Source: an optimization exercise on an open RTL-to-GDS flow (aim: small area, a short achievable clock period and few clock cycles). Production flows keep margins and buffers that such runs may drop.
RTL that was checked went through simulation tests only; none was proved equivalent to the original.
The RTL of run 3 was laid out without a check of its function.
The flow treats the clock pin as an ideal source, which a real chip does not have.
Power is estimated from default activity; no workload was simulated.

--- flow/config.mk ---
export PLATFORM = sky130hd
export DESIGN_NAME = mansos_demod
export DESIGN_NICKNAME = mansos_demod
export VERILOG_FILES = /design/flow/design.v
export SDC_FILE = /design/flow/constraint.sdc
export NUM_CORES = 4
export LEC_CHECK = 0
export ABC_AREA = 1
export CAP_MARGIN = 20
export CORE_MARGIN = 2
export CORE_UTILIZATION = 55
export SLEW_MARGIN = 20
--- flow/constraint.sdc ---
create_clock -name core_clock -period 14.0 [get_ports {clk}]
set_input_delay 2.8000 -clock core_clock [delete_from_list [all_inputs] [get_ports {clk}]]
set_output_delay 2.8000 -clock core_clock [all_outputs]
set_load 0.01 [all_outputs]
--- flow/design.v ---
module mansos_demod (
    input  wire        clk,
    input  wire        rst,           
    input  wire        start,         
    output wire        raw_re,        
    output wire [6:0]  raw_addr,
    input  wire [7:0]  raw_rdata,
    output wire        busy,
    output reg         done,          
    output reg  [2:0]  result,
    output wire [1:0]  halt_state,
    output wire [3:0]  bit_len,
    output wire [6:0]  bit_count,
    output reg  [3:0]  nbytes,
    output wire [63:0] frame_out
);
    localparam [1:0] S_PRE = 2'd0, S_DELIM = 2'd1, S_DATA = 2'd2;
    localparam [2:0] R_VALID = 3'd1, R_EXHAUSTED = 3'd2, R_BAD_DELIM = 3'd3,
                     R_LENGTH = 3'd5, R_CHECKSUM = 3'd6;
    reg        run;           
    reg        boot;          
    reg        setl;          
    reg [10:0] rd;            
    reg [7:0]  ra;            
    reg [3:0]  wb;            
    reg        rv;            
    reg [31:0] win;           
    reg [3:0]  L;
    reg [1:0]  state;
    reg        pol, locked;
    reg [1:0]  cnt;
    reg [4:0]  ds;            
    reg [63:0] sr;            
    reg [6:0]  bit_idx;
    reg [2:0]  zr;
    reg [15:0] crc;
    reg        crc_pend;      
    reg [3:0]  oh_b;          
    reg [7:0]  oh_o;          
    reg        re_q;          
    assign busy       = run;
    assign halt_state = state;
    assign bit_len    = L;
    assign bit_count  = bit_idx;
    genvar g;
    generate
        for (g = 0; g < 8; g = g + 1) begin : g_frame
            assign frame_out[8*g +: 8] = sr[63-8*g -: 8];
        end
    endgenerate
    assign raw_re   = re_q;
    assign raw_addr = ra[6:0];
    reg [21:0] w22;
    reg [14:0] r;
    integer q, u;
    always @* begin
        for (q = 0; q < 22; q = q + 1) begin
            w22[q] = 1'b0;
            for (u = 0; u < 4; u = u + 1)
                w22[q] = w22[q] | (oh_b[u] & win[(8*u + q) % 32]);
        end
        for (q = 0; q < 15; q = q + 1) begin
            r[q] = 1'b0;
            for (u = 0; u < 8; u = u + 1)
                r[q] = r[q] | (oh_o[u] & w22[q + u]);
        end
    end
    function [4:0] therm5(input [4:0] x);
        integer a, b;
        reg [4:0] y;
        reg hi, lo;
        begin
            y = x;
            for (a = 0; a < 5; a = a + 1)
                for (b = 0; b < 4 - a; b = b + 1) begin
                    hi = y[b] | y[b+1];
                    lo = y[b] & y[b+1];
                    y[b]   = hi;
                    y[b+1] = lo;
                end
            therm5 = y;           
        end
    endfunction
    wire [9:0] lmask;
    genvar gk;
    generate
        for (gk = 0; gk < 10; gk = gk + 1) begin : g_mask
            assign lmask[gk] = (gk < L);
        end
    endgenerate
    wire [9:0] m  = r[9:0] & lmask;
    wire [5:0] ta = {therm5(m[4:0]), 1'b1};    
    wire [5:0] tb = {therm5(m[9:5]), 1'b1};
    wire [2:0] thr = L[3:1] + {2'd0, L[0]};    
    reg vote;
    always @* begin
        case (thr)
            3'd2:    vote = ta[2] | (ta[1] & tb[1]) | tb[2];
            3'd3:    vote = ta[3] | (ta[2] & tb[1]) | (ta[1] & tb[2]) | tb[3];
            3'd4:    vote = ta[4] | (ta[3] & tb[1]) | (ta[2] & tb[2]) | (ta[1] & tb[3]) | tb[4];
            default: vote = ta[5] | (ta[4] & tb[1]) | (ta[3] & tb[2]) | (ta[2] & tb[3])
                          | (ta[1] & tb[4]) | tb[5];
        endcase
    end
    wire first = r[0];
    wire past  = r[L];
    reg [7:0] is4, ge3;
    integer i;
    always @* begin
        for (i = 0; i < 8; i = i + 1) begin
            is4[i] = (r[4+i] == pol) && (r[5+i] == pol) && (r[6+i] != pol) && (r[7+i] != pol);
            ge3[i] = ((r[4+i] == pol) && (r[5+i] == pol) && ((r[6+i] != pol) || (r[7+i] != pol)))
                  || ((r[6+i] != pol) && (r[7+i] != pol) && ((r[4+i] == pol) || (r[5+i] == pol)));
        end
    end
    wire hi31 = &rd[9:5];
    wire fast = !locked && !rd[10] && !hi31;
    reg [7:0] esel;
    always @* begin
        esel = 8'd0;
        if      (is4[0]) esel[0] = 1'b1;
        else if (is4[1]) esel[1] = 1'b1;
        else if (is4[2]) esel[2] = 1'b1;
        else if (is4[3]) esel[3] = 1'b1;
        else if (is4[4]) esel[4] = 1'b1;
        else if (ge3[0]) esel[0] = 1'b1;
        else if (ge3[1]) esel[1] = 1'b1;
        else if (ge3[2]) esel[2] = 1'b1;
        else if (ge3[3]) esel[3] = 1'b1;
        else if (ge3[4]) esel[4] = 1'b1;
        else if (fast && ge3[5]) esel[5] = 1'b1;
        else if (fast && ge3[6]) esel[6] = 1'b1;
        else if (fast && ge3[7]) esel[7] = 1'b1;
    end
    wire e_found = |esel;
    wire [4:0] dist5  = rd[4:0] - ds;
    wire [3:0] new_l  = dist5[4] ? {2'b01, dist5[3:2]} : {2'b10, dist5[3:2]};
    wire       len_ok = !(!dist5[4] && dist5[3] && dist5[2]);
    wire [4:0] lo0   = {1'b0, rd[3:0]};
    wire [6:0] hi_p1 = rd[10:4] + 7'd1;
    wire [4:0] lo_lm = lo0 + {1'b0, L} - 5'd1;
    wire [4:0] lo_l  = lo0 + {1'b0, L};
    wire [4:0] lo_lp = lo0 + {1'b0, L} + 5'd1;
    wire [4:0] lo_8  = lo0 + 5'd8;
    wire [4:0] lo_s  = lo0 + {1'b0, new_l};
    wire [4:0] lo_n  = fast ? lo0 + 5'd4 : lo0 + 5'd1;
    function [10:0] nxt(input [4:0] lo, input [10:0] cur, input [6:0] hp);
        nxt = {lo[4] ? hp : cur[10:4], lo[3:0]};
    endfunction
    wire [10:0] n_lm = nxt(lo_lm, rd, hi_p1);
    wire [10:0] n_l  = nxt(lo_l,  rd, hi_p1);
    wire [10:0] n_lp = nxt(lo_lp, rd, hi_p1);
    wire [10:0] n_8  = nxt(lo_8,  rd, hi_p1);
    wire [10:0] n_s  = nxt(lo_s,  rd, hi_p1);
    wire [10:0] n_n  = nxt(lo_n,  rd, hi_p1);
    wire [10:0] n_0  = rd;
    reg [4:0] lo_edge;
    reg [4:0] lo_j;
    integer j;
    always @* begin
        lo_edge = 5'd0;
        for (j = 0; j < 8; j = j + 1) begin
            lo_j    = lo0 + 5'd6 + j[4:0];
            lo_edge = lo_edge | ({5{esel[j]}} & lo_j);
        end
    end
    wire [10:0] n_e = {lo_edge[4] ? hi_p1 : rd[10:4], lo_edge[3:0]};
    wire [4:0]  p5  = {rd[4] ^ lo_edge[4], lo_edge[3:0]};    
    reg [7:0] m1, m2;
    always @* begin
        case (L)
            4'd4:    begin m1 = 8'b1111_0000; m2 = 8'b0000_0000; end
            4'd5:    begin m1 = 8'b1111_1000; m2 = 8'b0000_0000; end
            4'd6:    begin m1 = 8'b1111_1100; m2 = 8'b0000_0000; end
            4'd7:    begin m1 = 8'b1111_1110; m2 = 8'b0000_0000; end
            4'd9:    begin m1 = 8'b1111_1111; m2 = 8'b1000_0000; end
            4'd10:   begin m1 = 8'b1111_1111; m2 = 8'b1100_0000; end
            default: begin m1 = 8'b1111_1111; m2 = 8'b0000_0000; end
        endcase
    end
    wire c1 = |(m1 & oh_o);
    wire c2 = |(m2 & oh_o);
    wire lcarry = rd[3] ? c1 : c2;                     
    wire exh_pre = rd[10];
    wire exh_del = rd[10] || (hi31 && (rd[4:0] >= 5'd13));
    wire exh_dat = rd[10] || (hi31 && rd[4] && lcarry);
    reg  exh;
    always @* begin
        case (state)
            S_PRE:   exh = exh_pre;
            S_DELIM: exh = exh_del;
            default: exh = exh_dat;
        endcase
    end
    wire [3:0] nwin = wb - rd[6:3];                 
    wire nge1 = !nwin[3] && (nwin[2:0] != 3'd0);
    wire nge2 = !nwin[3] && (nwin[2] | nwin[1]);
    wire nge3 = !nwin[3] && (nwin[2] | (nwin[1] & nwin[0]));
    wire d_two = fast ? (oh_o[0] | oh_o[1]) : (|oh_o[4:0]);
    reg  data_ok;
    always @* begin
        case (state)
            S_PRE:   data_ok = nge1;
            S_DELIM: data_ok = d_two ? nge2 : nge3;
            default: data_ok = c2 ? nge3 : (c1 ? nge2 : nge1);
        endcase
    end
    function [15:0] crc_byte(input [15:0] c0, input [7:0] d);
        integer t;
        reg [15:0] c;
        begin
            c = c0 ^ {8'd0, d};
            for (t = 0; t < 8; t = t + 1)
                c = c[0] ? ((c >> 1) ^ 16'h8408) : (c >> 1);
            crc_byte = c;
        end
    endfunction
    wire [15:0] crc_upd = crc_byte(crc, sr[7:0]);
    wire        crc_ok  = crc_pend ? (crc_upd == 16'd0) : (crc == 16'd0);
    function [3:0] dec4(input [1:0] x);
        dec4 = 4'd1 << x;
    endfunction
    function [7:0] dec8(input [2:0] x);
        dec8 = 8'd1 << x;
    endfunction
    wire acc_start = !run && start && !rst;
    wire stepok    = run && !setl && !exh && data_ok;
    reg [10:0] n_v1, n_v0;
    always @* begin
        if (state == S_PRE) begin
            n_v1 = n_0;
            n_v0 = n_8;
        end else begin
            n_v1 = first ? n_l : (!past ? n_lm : n_lp);
            n_v0 = !first ? n_l : (past ? n_lm : n_lp);
        end
    end
    wire [10:0] n_del  = e_found ? n_e : (locked ? n_0 : n_n);
    wire [10:0] n_step = (state == S_DELIM) ? n_del : (vote ? n_v1 : n_v0);
    wire [10:0] n_w    = stepok ? n_step : ((setl && len_ok) ? n_s : n_0);
    wire [10:0] rd_w  = run ? n_w : 11'd0;
    wire       ends = setl ? !len_ok
                    : (exh || (data_ok && (
                          (state == S_DELIM && locked && !e_found)
                       || (state == S_DATA && ((zr != 3'd4) ? (bit_idx == 7'd79) : !vote)))));
    wire       run_w = acc_start || (run && !rst && !ends);
    wire [7:0] ra_w  = ra + {7'd0, raw_re};
    wire [3:0] ra_m4 = ra_w[3:0] - 4'd4;
    wire       re_w  = !run || !run_w || (!ra_w[7] && (rd_w[6:3] != ra_m4));
    wire store = (zr != 3'd4);      
    always @(posedge clk) begin
        done <= 1'b0;
        if (rst) begin
            run  <= 1'b0;
            boot <= 1'b0;
            re_q <= 1'b1;
        end else begin
            run  <= run_w;
            boot <= acc_start;
            re_q <= re_w;
            done <= run && ends;
        end
        rv <= raw_re;
        if (rv)
            win[{wb[1:0], 3'b000} +: 8] <= raw_rdata;
        rd   <= rd_w;
        oh_b <= dec4(rd_w[4:3]);
        oh_o <= dec8(rd_w[2:0]);
        if (!run_w)
            ra <= 8'd0;
        else if (!run)
            ra <= 8'd1;           
        else
            ra <= ra_w;
        if (run)
            wb <= wb + {3'b0, rv};
        else
            wb <= 4'd0;
        if (crc_pend) crc <= crc_upd;
        crc_pend <= 1'b0;
        if (!run) begin
            setl   <= 1'b0;
            pol    <= 1'b1;
            locked <= 1'b0;
            cnt    <= 2'd0;
            zr     <= 3'd0;
            crc    <= 16'd0;
        end else if (boot) begin
            nbytes  <= 4'd0;
            L       <= 4'd8;
            state   <= S_PRE;
            bit_idx <= 7'd0;
        end else if (setl) begin
            setl <= 1'b0;
            if (len_ok) begin
                L     <= new_l;
                state <= S_DATA;
            end else begin
                result <= R_BAD_DELIM;
            end
        end else if (exh) begin
            result <= R_EXHAUSTED;
        end else if (data_ok) begin
            case (state)
            S_PRE: begin
                if (vote)
                    state <= S_DELIM;
            end
            S_DELIM: begin
                if (e_found) begin
                    pol <= ~pol;
                    if (!locked) begin
                        locked <= 1'b1;
                        ds     <= p5;
                    end else begin
                        cnt <= cnt + 2'd1;
                        if (cnt == 2'd3)
                            setl <= 1'b1;
                    end
                end else if (locked) begin
                    result <= R_BAD_DELIM;
                end
            end
            default: begin   
                zr <= vote ? 3'd0 : zr + 3'd1;
                if (store) begin
                    if (!bit_idx[6]) begin
                        sr <= {sr[62:0], vote};
                        crc_pend <= (bit_idx[2:0] == 3'd7);
                    end
                    bit_idx <= bit_idx + 7'd1;
                    if (bit_idx == 7'd79) begin
                        result <= R_LENGTH;
                        nbytes <= 4'd10;
                    end
                end else if (!vote) begin
                    nbytes <= bit_idx[6:3];
                    if (bit_idx[6:3] != 4'd8)
                        result <= R_LENGTH;
                    else if (!crc_ok)
                        result <= R_CHECKSUM;
                    else
                        result <= R_VALID;
                end
            end
            endcase
        end
    end
endmodule
--- flow/flow/run.sh ---
#!/bin/bash
set -euo pipefail
export REPAIR_MARGIN="$(cat flow/margin.txt)"
bash standard.sh synth > log_1_synth.txt 2>&1
bash standard.sh place > log_2_place.txt 2>&1
STAGE=place openroad -no_init -exit flow/repair.tcl > log_3_repair_place.txt 2>&1
bash standard.sh cts > log_4_cts.txt 2>&1
STAGE=cts openroad -no_init -exit flow/repair.tcl > log_5_repair_cts.txt 2>&1
bash standard.sh > log_6_finish.txt 2>&1
--- flow/flow/margin.txt ---
0 10.3
--- flow/flow/repair.tcl ---
# Setup repair at a tighter slack target on the placed (or clock-tree)
# database, then legalize; written back in place for the next ORFS step.
set res [pwd]/orfs/results/sky130hd/mansos_demod/base
set stage $::env(STAGE)
if { $stage == "place" } {
  set odb 3_place.odb
  set sdc 3_place.sdc
} else {
  set odb 4_cts.odb
  set sdc 4_cts.sdc
}
read_liberty $::env(FLOW_HOME)/platforms/sky130hd/lib/sky130_fd_sc_hd__tt_025C_1v80.lib
read_db $res/$odb
read_sdc $res/$sdc
source $::env(FLOW_HOME)/platforms/sky130hd/setRC.tcl
set_dont_use [get_lib_cells {sky130_fd_sc_hd__probe* sky130_fd_sc_hd__lpflow*}]
if { $stage == "cts" } {
  set_propagated_clock [all_clocks]
}
estimate_parasitics -placement
report_design_area
report_worst_slack -max
report_worst_slack -min
if { $stage == "place" } {
  set margin [lindex $::env(REPAIR_MARGIN) 0]
} else {
  set margin [lindex $::env(REPAIR_MARGIN) 1]
}
# -repair_tns 0: work on the worst path only, which sets the period
repair_timing -setup -setup_margin $margin -repair_tns 0 -skip_gate_cloning -verbose
detailed_placement
estimate_parasitics -placement
if { $stage == "cts" } {
  repair_timing -hold -hold_margin 0.05 -verbose
  detailed_placement
  estimate_parasitics -placement
}
check_placement
report_design_area
report_worst_slack -max
report_worst_slack -min
write_db $res/$odb
--- flow/standard.sh ---
#!/bin/bash
# synth_recipe.tcl (not shown) runs the flow's synth.tcl, then flattens the netlist and writes it again
# the make line also repeats each setting of config.mk as NAME=value (left out here)
make -C /OpenROAD-flow-scripts/flow DESIGN_CONFIG=/design/flow/config.mk WORK_HOME=/design/flow/orfs CLKGATE_MAP_FILE= SYNTH_SCRIPT=/design/flow/synth_recipe.tcl "${@:-finish}"
==> metrics.cfg, run 1 <==
[placement]
globalplace.congestion=0.977
dp_cells=2280
placed_area_mm2=0.0147
place_hpwl_um=28200
dp_slack_ps=9260
port_buffers=104

[logic_synthesis]
ys_warn_count=1
synthFlopType=edfxtp_1
synth_area_per_cell_um2=7.08
ys_seq_area_frac=0.365
synth-seq-cells=186
synth.distinct_cells=55
netlist_area_mm2=0.0135
synth_edf_count=121
async_reset_ff_frac=0
synthCells=1910
synth_nets=1973

[setup_path]
r2r_end=re_q$_SDFF_PP1_
critical_path_class=flip-flop to flip-flop
path_buf_inv=2
cp_slowest_stage_delay_ps=680
start_kind=flip-flop
r2r_setup_slack_ps=9980
crit_top_cell=nand2_1
worstPathArrival_ps=4340
reg2regPathDepth=19
crit_slowest_cell=fa_1
cp_top_family=simple AND/OR/NAND/NOR gates
cp_data_required_time_ps=14320
timing.rr.start=rd[4]$_DFF_P_
worstPathCellList=clkinvlp_4 > fa_1 > inv_1 > o21ai_0 > a31oi_1 > nand2_1 > nand2_1 > nor2_2 > nand2_2 > nor2_4 > nand2_1 > nor2_1 > nor2_2 > nand2_2 > nand2_1 > nand2_1 > nand3_1 > nor2_1 > a21oi_2
worstSetupEndpointType=flip-flop
path_max_fanout=8

[global_routing]
grt_pass1_wl_um=61000
track_usage=0.294
antenna_found_initial=0
grt_max_degree=62
grt_pass1_vias=11600
overflow=0

[clock_tree]
clockRootBuffer=clkbuf_16
cts_max_level=4
cts_tree=done
cts_buffers=17
clkSlewWorstSetupHoldPaths_ps=70
post_cts_resize_count=0
cts_hold_buf=0
clk_latency_ps=440
clockBufferDepth=2
cts_setup_buffers=0
cts_sinks=186

[sta]
fin_ws_ps=9980
hold_viol=0
finalCritPeriodShare=0.287
finalSetupViolCount=0
worst_pin_slew_ps=870
slew_headroom=0.418
finalClockSkew_ps=21.2
drv_slew=0
max_freq_ghz=0.249
min_period_ps=4020
hold_slack_ps=398
rsz0062_at_grt=no
fin_tns_setup_ps=0

[final_layout]
finalNonFillerCells=2336
final_cell_mix=nand2_1, inv_1, nor2_1
area.growth.synth_to_final_pct=16.6
postLayoutCellArea_mm2=0.0158
drive_above_1_share=0.114
nets=2062
postLayoutCoreUtil=0.650
antenna_cells=0
final_common_cell=nand2_1

[power_and_ir_drop]
irDropWorstVdd_mv=0.223
power_per_cell_area_mw_per_mm2=217
pwr-share-clk=0.147
p_total_mw=3.42
p_sw_mw=1.79
power_frac_comb=0.612
swShare=0.525
leakagePower_nw=7.74
seq_power_share=0.241
p_int_mw=1.62

[route]
num_vias=12700
wl_per_cell_um=16.4
drt_iter0_drc=1193
drc=0
wl_um=38400
viasPerCell=5.43
antenna_left=0
dr.pass1.iters=6

[run]
drv_cap=0

[die]
die_area_mm2=0.0259
die_h_um=161
die_x_um=161
io_pins=105
initial_core_util=0.558
core-area_mm2=0.0242
rows=57

[status]
status=complete, no violations

[hold_path]
hp-class=flip-flop to flip-flop
whs_endpoint=rv$_DFF_P_
hold_start=re_q$_SDFF_PP1_
min_path_cells=0

==> logic make-up (layout without fill, tap and decap cells) <==
logic type,Yosys count,in the layout,share of synthesized area
buf+inv,303,405,0.0899
flops,186,186,0.365
fa+ha+maj,52,52,0.0498
compound gates,268,268,0.113
simple gates,1035,1035,0.339
xor+xnor,66,66,0.0428
==> state kept, by name, summed over array words and instances (netlist names), 2 cells and up <==
name,cells
L,4
ds,5
ra,8
win,32
state,2
zr,3
wb,4
cnt,2
sr,64
bit_idx,7
result,3
rd,11
nbytes,4
crc,16
oh_b,4
oh_o,8
==> synthesized netlist by cell type (14+ instances only) <==
master      n  share of area
nand2_1   607           0.17
inv_1     201          0.056
nor2_1    164          0.046
edfxtp_1  121           0.27
nand3_1   114          0.042
o21ai_0    93          0.034
dfxtp_1    65          0.096
a21oi_1    64          0.024
ha_1       49          0.045
nand2_2    47          0.022
xor2_1     37          0.024
inv_2      34         0.0094
clkbuf_1   29         0.0081
o22ai_1    29          0.013
xnor2_1    29          0.019
o21ai_1    28          0.010
nor2_2     21         0.0097
nand4_1    17         0.0079
nor3_1     17         0.0063
buf_2      15         0.0056
o211ai_1   14         0.0078
==> cell type report <==
| cell class | count | area (µm²) |
|---|---|---|
| Clock inverter | 13 | 164 |
| Clock buffer | 19 | 454 |
| Sequential cell | 186 | 4950 |
| Inverter | 241 | 916 |
| Timing Repair Buffer | 132 | 1450 |
| Fill cell | 2192 | 8480 |
| Multi-Input combinational cell | 1421 | 7430 |
| Tap cell | 324 | 405 |
==> routing by layer <==
layer,routed length [µm],track usage
met1,18000,0.433
met3,2690,0.0473
met5,0,0
met2,17000,0.453
met4,679,0.0755
==> power groups by stage <==
| stage | clock network (mW) | logic [mW] | registers (mW) |
|---|---|---|---|
| 2_1_floorplan | 0 | 1.59 | 0.773 |
| 3_3_place_gp | 0 | 1.98 | 0.835 |
| 3_5_place_dp | 0 | 2.02 | 0.836 |
| 4_1_cts | 0.511 | 2.03 | 0.824 |
| 5_1_grt | 0.528 | 2.31 | 0.834 |
| 6_report | 0.502 | 2.09 | 0.825 |
==> worst max path at each step <==
stage                            start               to  cells after the start
global route          win[3]$_DFFE_PP_  re_q$_SDFF_PP1_                     26
floorplan           L[0]$_SDFFCE_PP0P_  sr[0]$_DFFE_PP_                     15
detailed placement  oh_b[1]$_SDFF_PN0_  re_q$_SDFF_PP1_                     27
CTS                 oh_b[0]$_SDFF_PN0_  re_q$_SDFF_PP1_                     27
global placement    oh_b[2]$_SDFF_PP0_  re_q$_SDFF_PP1_                     27
finish                   rd[4]$_DFF_P_  re_q$_SDFF_PP1_                     19
Testbench counts, summed over its fixed seeds: cycles 36,561.
==> run 2, diff against run 1 <==
==> flow/flow/margin.txt (replaced) <==
11 10.3
==> run 2 against run 1 <==
- die area stayed put
- final cell count is 0.68% higher
- maximum frequency is 2.9% higher
- clock-buffer cell count stayed put
- clock skew is 1.4 ps higher
- still clean on timing, DRC and antenna
- sequential power hardly changed
- critical endpoint is now frame_out[56]
- sequential share of layout area is 0.70 points lower
- global-route usage is 0.89 points higher
- largest power group unchanged
- synthesized cell count stayed put
==> metrics.cfg, run 2 <==
[logic_synthesis]
synth-seq-cells=186
synthFlopType=edfxtp_1
synth_area_leaders=edfxtp_1, nand2_1, dfxtp_1
synthTopCellsByCount=nand2_1, inv_1, nor2_1
ys_seq_area_frac=0.365
synth_top_area_cell=edfxtp_1
synthCells=1910
synth_nets=1973
synth_edf_count=121
synth_top_area_share=0.269
yosysMostFrequentCell=nand2_1
netlist_area_mm2=0.0135
async_reset_ff_frac=0
synth_area_per_cell_um2=7.08
synth.distinct_cells=55
ys_warn_count=1

[setup_path]
cp_top_family=flip-flops
timing.rr.start=rd[1]$_DFF_P_
reg2regPathDepth=22
worstPathArrival_ps=1110
crit_path_start=sr[0]$_DFFE_PP_
cp_slowest_stage_delay_ps=460
r2r_end=re_q$_SDFF_PP1_
start_kind=flip-flop
cp_data_required_time_ps=11200
cp_num_cells=1
r2r_setup_slack_ps=10330
crit_slowest_cell=edfxtp_1
endpoint=frame_out[56]
worstPathCellList=dlymetal6s2s_1
path_buf_inv=1
worstSetupEndpointType=output port
path_max_fanout=2
critical_path_class=flip-flop to output port

[die]
rows=57
core-area_mm2=0.0242
die_x_um=161
initial_core_util=0.558
die_area_mm2=0.0259
io_pins=105
die_h_um=161

[final_layout]
top_register=sr
area.growth.synth_to_final_pct=19.6
postLayoutCellArea_mm2=0.0162
postLayoutCoreUtil=0.667
largest_reg_flops=64
final_common_cell=nand2_1
final_cell_mix=nand2_1, inv_1, nor2_1
fillCellCount=2177
finalNonFillerCells=2352
antenna_cells=0
drive_above_1_share=0.138
nets=2078

[global_routing]
grt_pass1_vias=11800
track_usage=0.303
grt_max_degree=62
antenna_found_initial=0
overflow=0
grt_pass1_wl_um=62900

[sta]
fin_tns_setup_ps=0
worst_pin_slew_ps=931
slew_headroom=0.377
finalSetupViolCount=0
drv_slew=0
finalCritPeriodShare=0.279
finalClockSkew_ps=22.6
min_period_ps=3910
rsz0062_at_grt=no
hold_viol=0
max_freq_ghz=0.256

[clock_tree]
post_cts_resize_count=0
cts_sinks=186
clk_latency_ps=450
clockBufferDepth=2
clkSlewWorstSetupHoldPaths_ps=70
cts_hold_buf=0
clockRootBuffer=clkbuf_16
cts_tree=done
cts_setup_buffers=0
cts_buffers=17
cts_max_level=4

[route]
wl_per_cell_um=16.8
num_vias=13000
wl_um=39500
antenna_left=0
dr.pass1.iters=5
drt_iter0_drc=1197
viasPerCell=5.53
drc=0

[placement]
placed_area_mm2=0.0147
port_buffers=104
globalplace.congestion=0.977
dp_cells=2280
place_hpwl_um=28200

[power_and_ir_drop]
power_per_cell_area_mw_per_mm2=217
irDropWorstVdd_mv=0.227
leakagePower_nw=7.97
p_total_mw=3.51

[hold_path]
hp-class=flip-flop to flip-flop

[status]
status=complete, no violations

[run]
drv_cap=0

==> run 2: cell counts after synthesis <==
No cell type changed its count.
==> run 2: logic make-up (layout without fill, tap and decap cells) <==
family | after synthesis | count (layout) | synth area share
and+or+nand+nor | 1035 | 1035 | 0.339
buffers and inverters | 303 | 421 | 0.0899
AOI/OAI and AO/OA | 268 | 268 | 0.113
DFF | 186 | 186 | 0.365
xor gates and xnor gates | 66 | 66 | 0.0428
adders and majority gates | 52 | 52 | 0.0498
==> run 2: layer usage <==
| layer | track usage | vias up | part of all wire |
|---|---|---|---|
| li1 | - | 6393 | - |
| met1 | 0.447 | 6106 | 0.46 |
| met2 | 0.477 | 471 | 0.45 |
| met3 | 0.0444 | 39 | 0.071 |
| met4 | 0.0597 | 0 | 0.012 |
| met5 | 0 | - | 0 |
==> run 2: power breakdown <==
part / internal (mW) / total (mW) / switching (mW)
logic: 0.717 / 2.18 / 1.46
clock network: 0.253 / 0.504 / 0.251
registers: 0.698 / 0.828 / 0.130
==> run 2: worst min path at each step <==
stage | from | to | cells past startpoint
after floorplan | re_q$_SDFF_PP1_ | rv$_DFF_P_ | 0
after global placement | re_q$_SDFF_PP1_ | rv$_DFF_P_ | 0
after detailed placement | re_q$_SDFF_PP1_ | rv$_DFF_P_ | 0
after CTS | re_q$_SDFF_PP1_ | rv$_DFF_P_ | 0
after global routing | re_q$_SDFF_PP1_ | rv$_DFF_P_ | 0
final | re_q$_SDFF_PP1_ | rv$_DFF_P_ | 0
==> run 2: final cells by class <==
type                            count  area [µm²]  share of cell area
Multi-Input combinational cell   1421        7650               0.473
Sequential cell                   186        4960               0.307
Clock buffer                       19         454              0.0281
Inverter                          241         922              0.0570
Clock inverter                     13         164              0.0101
Timing Repair Buffer              148        1610              0.0998
Tap cell                          324         405              0.0251
==> run 2: per-stage QoR <==
stage / hold slack [ps] / setup slack [ps]
final: 420 / 10090
after global routing: 417 / 10070
after CTS: 416 / 10050
after detailed placement: 403 / 9260
after global placement: 411 / 9380
after floorplan: 397 / 8790
==> run 3, diff against run 2 <==
--- a/flow/design.v
+++ b/flow/design.v
@@ -11,7 +11,7 @@
     output wire [1:0]  halt_state,
     output wire [3:0]  bit_len,
     output wire [6:0]  bit_count,
-    output reg  [3:0]  nbytes,
+    output wire [3:0]  nbytes,
     output wire [63:0] frame_out
 );
     localparam [1:0] S_PRE = 2'd0, S_DELIM = 2'd1, S_DATA = 2'd2;
@@ -42,6 +42,7 @@
     assign halt_state = state;
     assign bit_len    = L;
     assign bit_count  = bit_idx;
+    assign nbytes     = (result[2] || result == R_VALID) ? bit_idx[6:3] : 4'd0;
     genvar g;
     generate
         for (g = 0; g < 8; g = g + 1) begin : g_frame
@@ -144,27 +145,38 @@
     wire [4:0] lo_8  = lo0 + 5'd8;
     wire [4:0] lo_s  = lo0 + {1'b0, new_l};
     wire [4:0] lo_n  = fast ? lo0 + 5'd4 : lo0 + 5'd1;
-    function [10:0] nxt(input [4:0] lo, input [10:0] cur, input [6:0] hp);
-        nxt = {lo[4] ? hp : cur[10:4], lo[3:0]};
+    wire [7:0] ra_w  = ra + {7'd0, raw_re};
+    wire [3:0] ra_m4 = ra_w[3:0] - 4'd4;
+    function [11:0] nxt(input [4:0] lo, input [10:0] cur, input [6:0] hp, input [3:0] m4);
+        reg [10:0] n;
+        begin
+            n   = {lo[4] ? hp : cur[10:4], lo[3:0]};
+            nxt = {n[6:3] == m4, n};
+        end
     endfunction
-    wire [10:0] n_lm = nxt(lo_lm, rd, hi_p1);
-    wire [10:0] n_l  = nxt(lo_l,  rd, hi_p1);
-    wire [10:0] n_lp = nxt(lo_lp, rd, hi_p1);
-    wire [10:0] n_8  = nxt(lo_8,  rd, hi_p1);
-    wire [10:0] n_s  = nxt(lo_s,  rd, hi_p1);
-    wire [10:0] n_n  = nxt(lo_n,  rd, hi_p1);
-    wire [10:0] n_0  = rd;
-    reg [4:0] lo_edge;
-    reg [4:0] lo_j;
+    wire [11:0] n_lm = nxt(lo_lm, rd, hi_p1, ra_m4);
+    wire [11:0] n_l  = nxt(lo_l,  rd, hi_p1, ra_m4);
+    wire [11:0] n_lp = nxt(lo_lp, rd, hi_p1, ra_m4);
+    wire [11:0] n_8  = nxt(lo_8,  rd, hi_p1, ra_m4);
+    wire [11:0] n_s  = nxt(lo_s,  rd, hi_p1, ra_m4);
+    wire [11:0] n_n  = nxt(lo_n,  rd, hi_p1, ra_m4);
+    wire [11:0] n_0  = {rd[6:3] == ra_m4, rd};
+    reg [4:0]  lo_edge;
+    reg [4:0]  lo_j;
+    reg [11:0] n_j;
+    reg        f_edge;
     integer j;
     always @* begin
         lo_edge = 5'd0;
+        f_edge  = 1'b0;
         for (j = 0; j < 8; j = j + 1) begin
             lo_j    = lo0 + 5'd6 + j[4:0];
+            n_j     = nxt(lo_j, rd, hi_p1, ra_m4);
             lo_edge = lo_edge | ({5{esel[j]}} & lo_j);
+            f_edge  = f_edge | (esel[j] & n_j[11]);
         end
     end
-    wire [10:0] n_e = {lo_edge[4] ? hi_p1 : rd[10:4], lo_edge[3:0]};
+    wire [11:0] n_e = {f_edge, lo_edge[4] ? hi_p1 : rd[10:4], lo_edge[3:0]};
     wire [4:0]  p5  = {rd[4] ^ lo_edge[4], lo_edge[3:0]};    
     reg [7:0] m1, m2;
     always @* begin
@@ -225,7 +237,7 @@
     endfunction
     wire acc_start = !run && start && !rst;
     wire stepok    = run && !setl && !exh && data_ok;
-    reg [10:0] n_v1, n_v0;
+    reg [11:0] n_v1, n_v0;
     always @* begin
         if (state == S_PRE) begin
             n_v1 = n_0;
@@ -235,18 +247,16 @@
             n_v0 = !first ? n_l : (past ? n_lm : n_lp);
         end
     end
-    wire [10:0] n_del  = e_found ? n_e : (locked ? n_0 : n_n);
-    wire [10:0] n_step = (state == S_DELIM) ? n_del : (vote ? n_v1 : n_v0);
-    wire [10:0] n_w    = stepok ? n_step : ((setl && len_ok) ? n_s : n_0);
-    wire [10:0] rd_w  = run ? n_w : 11'd0;
+    wire [11:0] n_del  = e_found ? n_e : (locked ? n_0 : n_n);
+    wire [11:0] n_step = (state == S_DELIM) ? n_del : (vote ? n_v1 : n_v0);
+    wire [11:0] n_w    = stepok ? n_step : ((setl && len_ok) ? n_s : n_0);
+    wire [10:0] rd_w   = run ? n_w[10:0] : 11'd0;
     wire       ends = setl ? !len_ok
                     : (exh || (data_ok && (
                           (state == S_DELIM && locked && !e_found)
                        || (state == S_DATA && ((zr != 3'd4) ? (bit_idx == 7'd79) : !vote)))));
     wire       run_w = acc_start || (run && !rst && !ends);
-    wire [7:0] ra_w  = ra + {7'd0, raw_re};
-    wire [3:0] ra_m4 = ra_w[3:0] - 4'd4;
-    wire       re_w  = !run || !run_w || (!ra_w[7] && (rd_w[6:3] != ra_m4));
+    wire       re_w  = !run || !run_w || (!ra_w[7] && !n_w[11]);
     wire store = (zr != 3'd4);      
     always @(posedge clk) begin
         done <= 1'b0;
@@ -286,7 +296,6 @@
             zr     <= 3'd0;
             crc    <= 16'd0;
         end else if (boot) begin
-            nbytes  <= 4'd0;
             L       <= 4'd8;
             state   <= S_PRE;
             bit_idx <= 7'd0;
@@ -307,11 +316,12 @@
                     state <= S_DELIM;
             end
             S_DELIM: begin
+                if (!locked)
+                    ds <= p5;         
                 if (e_found) begin
                     pol <= ~pol;
                     if (!locked) begin
                         locked <= 1'b1;
-                        ds     <= p5;
                     end else begin
                         cnt <= cnt + 2'd1;
                         if (cnt == 2'd3)
@@ -329,12 +339,9 @@
                         crc_pend <= (bit_idx[2:0] == 3'd7);
                     end
                     bit_idx <= bit_idx + 7'd1;
-                    if (bit_idx == 7'd79) begin
+                    if (bit_idx == 7'd79)
                         result <= R_LENGTH;
-                        nbytes <= 4'd10;
-                    end
                 end else if (!vote) begin
-                    nbytes <= bit_idx[6:3];
                     if (bit_idx[6:3] != 4'd8)
                         result <= R_LENGTH;
                     else if (!crc_ok)
--- a/flow/flow/run.sh
+++ b/flow/flow/run.sh
@@ -1,6 +1,6 @@
 #!/bin/bash
 set -euo pipefail
-export REPAIR_MARGIN="$(cat flow/margin.txt)"
+export REPAIR_MARGIN=$(cat flow/margin.txt)
 bash standard.sh synth > log_1_synth.txt 2>&1
 bash standard.sh place > log_2_place.txt 2>&1
 STAGE=place openroad -no_init -exit flow/repair.tcl > log_3_repair_place.txt 2>&1
==> flow/flow/margin.txt (replaced) <==
9
--- a/flow/flow/repair.tcl
+++ b/flow/flow/repair.tcl
@@ -21,13 +21,7 @@
 report_design_area
 report_worst_slack -max
 report_worst_slack -min
-if { $stage == "place" } {
-  set margin [lindex $::env(REPAIR_MARGIN) 0]
-} else {
-  set margin [lindex $::env(REPAIR_MARGIN) 1]
-}
-# -repair_tns 0: work on the worst path only, which sets the period
-repair_timing -setup -setup_margin $margin -repair_tns 0 -skip_gate_cloning -verbose
+repair_timing -setup -setup_margin $::env(REPAIR_MARGIN) -skip_gate_cloning -verbose
 detailed_placement
 estimate_parasitics -placement
 if { $stage == "cts" } {
--- a/flow/config.mk
+++ b/flow/config.mk
@@ -5,8 +5,7 @@
 export SDC_FILE = /design/flow/constraint.sdc
 export NUM_CORES = 4
 export LEC_CHECK = 0
-export ABC_AREA = 1
 export CAP_MARGIN = 20
 export CORE_MARGIN = 2
-export CORE_UTILIZATION = 55
+export CORE_UTILIZATION = 40
 export SLEW_MARGIN = 20
==> run 3 against run 2 <==
- still clean
- area after synthesis is 1.9% lower
- final area is 5.2% lower
- global-route usage is 7.3 points lower
==> metrics.cfg, run 3 <==
[status]
status=complete, no violations

[final_layout]
largest_reg_flops=64
final_common_cell=o21ai_0
postLayoutCellArea_mm2=0.0153
area.growth.synth_to_final_pct=15.6
drive_above_1_share=0.0714
fillCellCount=3131
nets=1606
antenna_cells=0
final_cell_mix=o21ai_0, edfxtp_1, nand2_1
top_register=sr

[logic_synthesis]
yosysMostFrequentCell=o21ai_0
synth_area_leaders=edfxtp_1, dfxtp_1, xnor2_1
synth_nets=1537
synthTopCellsByCount=o21ai_0, edfxtp_1, nand2_1
synth_top_area_cell=edfxtp_1
synthFlopType=edfxtp_1
synthCells=1473
async_reset_ff_frac=0
synth_edf_count=117
ys_seq_area_frac=0.363
synth_area_per_cell_um2=9.00
ys_warn_count=1
netlist_area_mm2=0.0133
synth-seq-cells=182
synth.distinct_cells=99
synth_top_area_share=0.265

[setup_path]
crit_top_cell=a22o_1
timing.rr.start=oh_b[0]$_SDFF_PP0_
crit_slowest_cell=dfxtp_1
worstPathArrival_ps=5480
reg2regPathDepth=15
path_max_fanout=24
cp_slowest_stage_delay_ps=800
cp_data_required_time_ps=14360
worstSetupEndpointType=flip-flop
cp_top_family=compound AO/OA/AOI/OAI gates
r2r_setup_slack_ps=8880
critical_path_class=flip-flop to flip-flop
r2r_end=oh_o[3]$_SDFF_PP0_
worstPathCellList=a22o_1 > or2_1 > a22o_1 > a2111oi_4 > buf_4 > a211oi_1 > o22ai_1 > a22o_1 > o2111a_1 > a211oi_1 > nor3_4 > inv_2 > xnor2_1 > o211ai_1 > nor3b_1
start_kind=flip-flop
path_buf_inv=2

[hold_path]
min_path_cells=0
hold_start=re_q$_SDFF_PP1_
hp-class=flip-flop to flip-flop
whs_endpoint=rv$_DFF_P_

[die]
die_area_mm2=0.0346
io_pins=105
rows=66
initial_core_util=0.407
die_h_um=186
core-area_mm2=0.0326
die_x_um=186

[sta]
fin_tns_setup_ps=0
hold_viol=0
finalClockSkew_ps=14.9
min_period_ps=5120
max_freq_ghz=0.195
finalSetupViolCount=0
finalCritPeriodShare=0.366
worst_pin_slew_ps=1060
slew_headroom=0.296
drv_slew=0
rsz0062_at_grt=no

[clock_tree]
cts_buffers=17
cts_hold_buf=0
cts_max_level=4
cts_tree=done
cts_setup_buffers=0
clockBufferDepth=2
clk_latency_ps=460
clockRootBuffer=clkbuf_16
cts_sinks=182
clkSlewWorstSetupHoldPaths_ps=70
post_cts_resize_count=0

[power_and_ir_drop]
leakagePower_nw=5.56
power_per_cell_area_mw_per_mm2=250
irDropWorstVdd_mv=0.127

[route]
num_vias=11800
dr.pass1.iters=6
wl_um=39400
drc=0
drt_iter0_drc=1176
wl_met3_um=2790
antenna_left=0
wl_per_cell_um=19.7
wl_met2_um=17000
routed.top_layer=met4
viasPerCell=5.90
wl_met1_um=18700

[placement]
place_hpwl_um=29500
placed_area_mm2=0.0146
port_buffers=104
globalplace.congestion=0.975

[global_routing]
grt_pass1_vias=11000
overflow=0
track_usage=0.230
grt_pass1_wl_um=62000
antenna_found_initial=0
grt_max_degree=66

[run]
drv_cap=0

==> run 3: how the worst max path moves through the flow <==
stage                                  start                  to  slack [ps]  cells after the start
after floorplan           L[0]$_SDFFCE_PP0P_     sr[0]$_DFFE_PP_        4020                     11
after global placement    oh_b[0]$_SDFF_PP0_  oh_b[3]$_SDFF_PN0_        8660                     15
after detailed placement  oh_b[2]$_SDFF_PN0_  oh_b[3]$_SDFF_PN0_        8360                     15
after CTS                 oh_b[2]$_SDFF_PN0_  oh_b[2]$_SDFF_PN0_        8970                     15
after global routing      oh_b[0]$_SDFF_PP0_  oh_o[5]$_SDFF_PN0_        8470                     16
final                     oh_b[0]$_SDFF_PP0_  oh_o[3]$_SDFF_PP0_        8880                     15
==> run 3: cells by family after synthesis <==
logic type | after synthesis | synth area share
AND/OR/NAND/NOR | 476 | 0.187
AO/OA/AOI/OAI | 432 | 0.229
flip-flops | 182 | 0.363
buffers and inverters | 160 | 0.0486
XOR/XNOR | 128 | 0.0851
adder cells (fa/ha/maj) | 58 | 0.0557
multiplexers | 37 | 0.0313
==> run 3: final cells by class <==
| type | instances | area [µm²] | area share |
|---|---|---|---|
| Clock inverter | 14 | 134 | 0.00874 |
| Sequential cell | 182 | 4820 | 0.314 |
| Multi-Input combinational cell | 1131 | 7870 | 0.513 |
| Inverter | 86 | 323 | 0.0211 |
| Clock buffer | 18 | 439 | 0.0287 |
| Tap cell | 442 | 553 | 0.0361 |
| Timing Repair Buffer | 124 | 1190 | 0.0780 |
==> run 3: through the flow <==
| step | total power, mW | utilization | setup WS, ps | instances | hold slack, ps |
|---|---|---|---|---|---|
| 2_1_floorplan | 2.57 | - | 4020 | 1473 | 397 |
| 3_3_place_gp | 3.23 | 0.449 | 8660 | 1958 | 420 |
| 3_5_place_dp | 3.25 | 0.449 | 8360 | 1958 | 405 |
| 4_1_cts | 3.80 | 0.470 | 8970 | 1996 | 423 |
| 5_1_grt | 4.10 | 0.470 | 8470 | 1997 | 435 |
| 6_report | 3.84 | 0.470 | 8880 | 1997 | 433 |
==> run 3: metal layers <==
| layer | global-route usage | vias to the layer above |
|---|---|---|
| met5 | 0 | - |
| met4 | 0.0775 | 0 |
| met3 | 0.0438 | 68 |
| met2 | 0.346 | 451 |
| met1 | 0.329 | 5654 |
| li1 | - | 5614 |
==> run 3: power breakdown <==
part / total, mW / leakage, nW / internal [mW] / switching (mW)
sequential: 0.896 / 1.66 / 0.735 / 0.161
combinational: 2.48 / 3.62 / 0.915 / 1.56
clock: 0.467 / 0.277 / 0.239 / 0.228
total: 3.84 / 5.56 / 1.89 / 1.95

[re-timing with driven ports]
How much do the figures lean on ideal ports? The routed layouts below were timed once more, with nothing changed but the port constraints. Step 1 assumes that a clkbuf_16 drives the clock port and a buf_2 every other input. Step 2 times the ports against the registers' clock, not the clock port: input delays grow and output delays shrink by t, the midpoint of the rising clock arrivals with the driver on. a / b / c = no drivers / after step 1 / after step 2; a / b = the first two.
run | shift t [ns] | setup WS [ns] | worst setup path after step 2 | latest minus earliest clock arrival (ns) | worst data-port slew with drivers (ns)
run 1 | 0.479 | 9.979 / 9.979 / 9.979 | register to register | 0.021 / 0.021 | 0.04
run 2 | 0.490 | 10.091 / 10.041 / 10.329 | register to register | 0.023 / 0.023 | 0.04
run 3 | 0.500 | 8.881 / 8.881 / 8.881 | register to register | 0.015 / 0.014 | 0.04
After both steps every run listed still meets setup and hold.
